Context: an optimization exercise on an open-source flow, tuned for small area, a short achievable clock period and few clock cycles. The choices shown serve that exercise and are no tape-out recipe. Only simulation tests tie the RTL to the original design; equivalence was not proved. No activity file was given, so power comes from the tool's default toggle rates.

==> flow/design.v (excerpt) <==
module rast_geom (
    input  wire        clk,
    input  wire        rst,           
    input  wire [47:0] cmd_word,
    input  wire        cmd_valid,
    output wire        cmd_ready,
    input  wire [12:0] rd_addr,
    output wire [7:0]  rd_data
);
For scale: roughly 640 flip-flops, ~73 I/O pins, about 0.045 mm^2 of cells after synthesis.
export LEC_CHECK = 0
export CAP_MARGIN = 20
export CORE_MARGIN = 2
export CORE_UTILIZATION = 60
export SLEW_MARGIN = 20
create_clock -name core_clock -period 28.0 [get_ports {clk}]
standard.sh (not shown) runs the stock make flow with config.mk's settings and CLKGATE_MAP_FILE= SYNTH_SCRIPT=/design/flow/synth_recipe.tcl, a recipe that flattens the netlist after the stock synthesis.
==> flow/flow/run.sh <==
#!/bin/bash
# The standard layout (standard.sh, standard synthesis unchanged) with:
#  - port buffers of buf_4 instead of the default smallest buffer,
#  - timing repair asked for 15 ns of extra setup slack (the clock stays at
#    the design's period; the repair just works harder on the slow paths),
#  - a clock tree of clkbuf_8 cells over sink clusters of up to 16 flops,
#    without dummy balancing loads.
# make's output goes to standard_flow.log; ORFS keeps each step's log under
# orfs/logs/.
set -euo pipefail
bash standard.sh "BUFFER_PORTS_ARGS=-buffer_cell sky130_fd_sc_hd__buf_4" SETUP_SLACK_MARGIN=15 \
  "CTS_ARGS=-sink_clustering_enable -repair_clock_nets -dont_use_dummy_load -buf_list sky130_fd_sc_hd__clkbuf_8 -sink_clustering_size 16 -sink_clustering_max_diameter 60" \
  finish > standard_flow.log 2>&1
The starting point completed with no timing, DRC or antenna violations.
Testbench counts at the start, summed over its fixed seeds: cycles 14,297.
Change:
--- a/flow/design.v
+++ b/flow/design.v
@@ -312,70 +312,60 @@
                 endcase
             end
         end
     end
     always @(posedge clk) begin
         m1r <= m1p;
         m2r <= m2p;
         ezv <= z_ez;
-        if ((xf1 & accept & (opcode == OP_XFORM)) | st[1]) begin
+        if (s0 | st[1]) begin
             fs0 <= m1r[17:5];
             ns0 <= (m1r[4:0] != 5'd0);
             fs1 <= m2r[17:5];
             ns1 <= (m2r[4:0] != 5'd0);
         end
         if (st[2]) begin gc <= m1r[17:5]; gcn <= (m1r[4:0] != 5'd0); end
         if (st[3]) begin gs <= m1r[17:5]; gsn <= (m1r[4:0] != 5'd0); end
         if (st[4]) begin gc <= m1r[17:5]; gcn <= (m1r[4:0] != 5'd0); end
         if (st[7]) begin gs <= m2r[17:5]; gsn <= (m2r[4:0] != 5'd0); end
         if (f_x) begin xr <= w_out; exr <= w_e; end
         if (f_y) begin yr <= w_out; eyr <= w_e; end
         if (st[2])  begin p3x[7] <= w_out; p3x[0] <= w_outa; end
         if (st[4])  begin p3x[5] <= w_out; p3x[2] <= w_outa; end
         if (st[6])  begin p3x[3] <= w_out; p3x[4] <= w_outa; end
-        if (st[9])  p3x[6] <= w_outa;                 
+        if (st[9])  begin p3x[1] <= w_out; p3x[6] <= w_outa; end
         if (st[3])  begin p3y[7] <= w_out; p3y[0] <= w_outa; end
         if (st[5])  begin p3y[5] <= w_out; p3y[2] <= w_outa; end
         if (st[8])  begin p3y[3] <= w_out; p3y[4] <= w_outa; end
-        if (st[10]) p3y[6] <= w_outa;                 
+        if (st[10]) begin p3y[1] <= w_out; p3y[6] <= w_outa; end
         if (st[5])  begin p2x[7] <= p2_b; p2x[0] <= p2_a; end
         if (st[7])  begin p2x[5] <= p2_b; p2x[2] <= p2_a; end
         if (st[9])  begin p2x[3] <= p2_b; p2x[4] <= p2_a; end
         if (st[11]) begin p2x[1] <= p2_b; p2x[6] <= p2_a; end
         if (st[6])  begin p2y[7] <= p2_b; p2y[0] <= p2_a; end
         if (st[8])  begin p2y[5] <= p2_b; p2y[2] <= p2_a; end
         if (st[10]) begin p2y[3] <= p2_b; p2y[4] <= p2_a; end
         if (st[12]) begin p2y[1] <= p2_b; p2y[6] <= p2_a; end
         if (st[11]) begin
-            gc <= z2_bp; fs1 <= z2_bm; p3z[0] <= z2_ap; p3z[2] <= z2_am;
+            p3z[7] <= z2_bp; p3z[5] <= z2_bm; p3z[0] <= z2_ap; p3z[2] <= z2_am;
         end
         if (st[12]) begin
-            gs <= z2_bp; fs0 <= z2_bm; p3z[4] <= z2_ap; p3z[6] <= z2_am;
+            p3z[3] <= z2_bp; p3z[1] <= z2_bm; p3z[4] <= z2_ap; p3z[6] <= z2_am;
         end
     end
     wire [15:0] res_v = mulp ? m1r[23:8] : res;
     reg [7:0]  p2y_v [0:7];
     reg [12:0] p3z_v [0:7];
-    reg [12:0] p3x_v [0:7];
-    reg [12:0] p3y_v [0:7];
     integer vi;
     always @(*) begin
         for (vi = 0; vi < 8; vi = vi + 1) begin
             p2y_v[vi] = p2y[vi];
             p3z_v[vi] = p3z[vi];
-            p3x_v[vi] = p3x[vi];
-            p3y_v[vi] = p3y[vi];
         end
-        p3x_v[1] = xr;
-        p3y_v[1] = yr;
-        p3z_v[7] = gc;
-        p3z_v[5] = fs1;
-        p3z_v[3] = gs;
-        p3z_v[1] = fs0;
         if (st[12]) begin
             p2y_v[1] = p2_b;  p2y_v[6] = p2_a;
             p3z_v[3] = z2_bp; p3z_v[1] = z2_bm; p3z_v[4] = z2_ap; p3z_v[6] = z2_am;
         end
     end
     wire [1023:0] tbl;
     genvar gi;
     generate
@@ -389,23 +379,23 @@
             else if (gi == 5) assign tbl[8*gi +: 8] = zoom[15:8];
             else if (gi == 6) assign tbl[8*gi +: 8] = res_v[7:0];
             else if (gi == 7) assign tbl[8*gi +: 8] = res_v[15:8];
             else if (gi >= 32 && gi < 48 && (gi % 2) == 0)
                 assign tbl[8*gi +: 8] = p2x[(gi - 32) / 2];
             else if (gi >= 32 && gi < 48)
                 assign tbl[8*gi +: 8] = p2y_v[(gi - 32) / 2];
             else if (gi >= 64 && gi < 112 && ((gi - 64) % 6) == 0)
-                assign tbl[8*gi +: 8] = p3x_v[(gi - 64) / 6][7:0];
+                assign tbl[8*gi +: 8] = p3x[(gi - 64) / 6][7:0];
             else if (gi >= 64 && gi < 112 && ((gi - 64) % 6) == 1)
-                assign tbl[8*gi +: 8] = {{3{p3x_v[(gi - 64) / 6][12]}}, p3x_v[(gi - 64) / 6][12:8]};
+                assign tbl[8*gi +: 8] = {{3{p3x[(gi - 64) / 6][12]}}, p3x[(gi - 64) / 6][12:8]};
             else if (gi >= 64 && gi < 112 && ((gi - 64) % 6) == 2)
-                assign tbl[8*gi +: 8] = p3y_v[(gi - 64) / 6][7:0];
+                assign tbl[8*gi +: 8] = p3y[(gi - 64) / 6][7:0];
             else if (gi >= 64 && gi < 112 && ((gi - 64) % 6) == 3)
-                assign tbl[8*gi +: 8] = {{3{p3y_v[(gi - 64) / 6][12]}}, p3y_v[(gi - 64) / 6][12:8]};
+                assign tbl[8*gi +: 8] = {{3{p3y[(gi - 64) / 6][12]}}, p3y[(gi - 64) / 6][12:8]};
             else if (gi >= 64 && gi < 112 && ((gi - 64) % 6) == 4)
                 assign tbl[8*gi +: 8] = p3z_v[(gi - 64) / 6][7:0];
             else if (gi >= 64 && gi < 112)
                 assign tbl[8*gi +: 8] = {{3{p3z_v[(gi - 64) / 6][12]}}, p3z_v[(gi - 64) / 6][12:8]};
             else
                 assign tbl[8*gi +: 8] = 8'h00;
         end
     endgenerate
After rerunning: Non-clock buffer count drops by 27; cell area climbs by 2.5%; maximum frequency drops by 0.81%; global-route usage drops by 3.0 points; via count drops by 3.8%; wire length drops by 3.8%; power climbs by 8.8%; first-iteration DRC count drops by 19%; die area climbs by 3.6%.
Testbench counts after the change, summed over its fixed seeds: cycles 14,297.

==> static timing again, ports no longer ideal <==
In the flow no input, the clock included, has a driving cell. The finished layouts below were timed again as built, in two steps. Step 1: set_driving_cell puts a clkbuf_16 on clk and a buf_2 on each other input, an assumption about the parent block. Step 2 adds t to the input delays and takes it off the output delays; t is the mean of the earliest and latest rising clock arrival at the registers after step 1. Input paths then give back, and output paths get back, about the clock's delay inside the block. Slacks: ideal ports / drivers / drivers and shift; pairs: ideal ports / drivers.
run | shift t [ns] | setup WS [ns] | worst hold slack (ns)
the first run | 0.752 | 14.665 / 14.465 / 14.465 | 0.455 / 0.455 / 0.455
the second run | 0.760 | 14.556 / 14.365 / 14.365 | 0.459 / 0.459 / 0.459
After both steps every run listed still meets setup and hold. For the first run, which loses most, drivers alone change the setup slack by -0.200 ns; drivers and shift together by -0.200 ns.
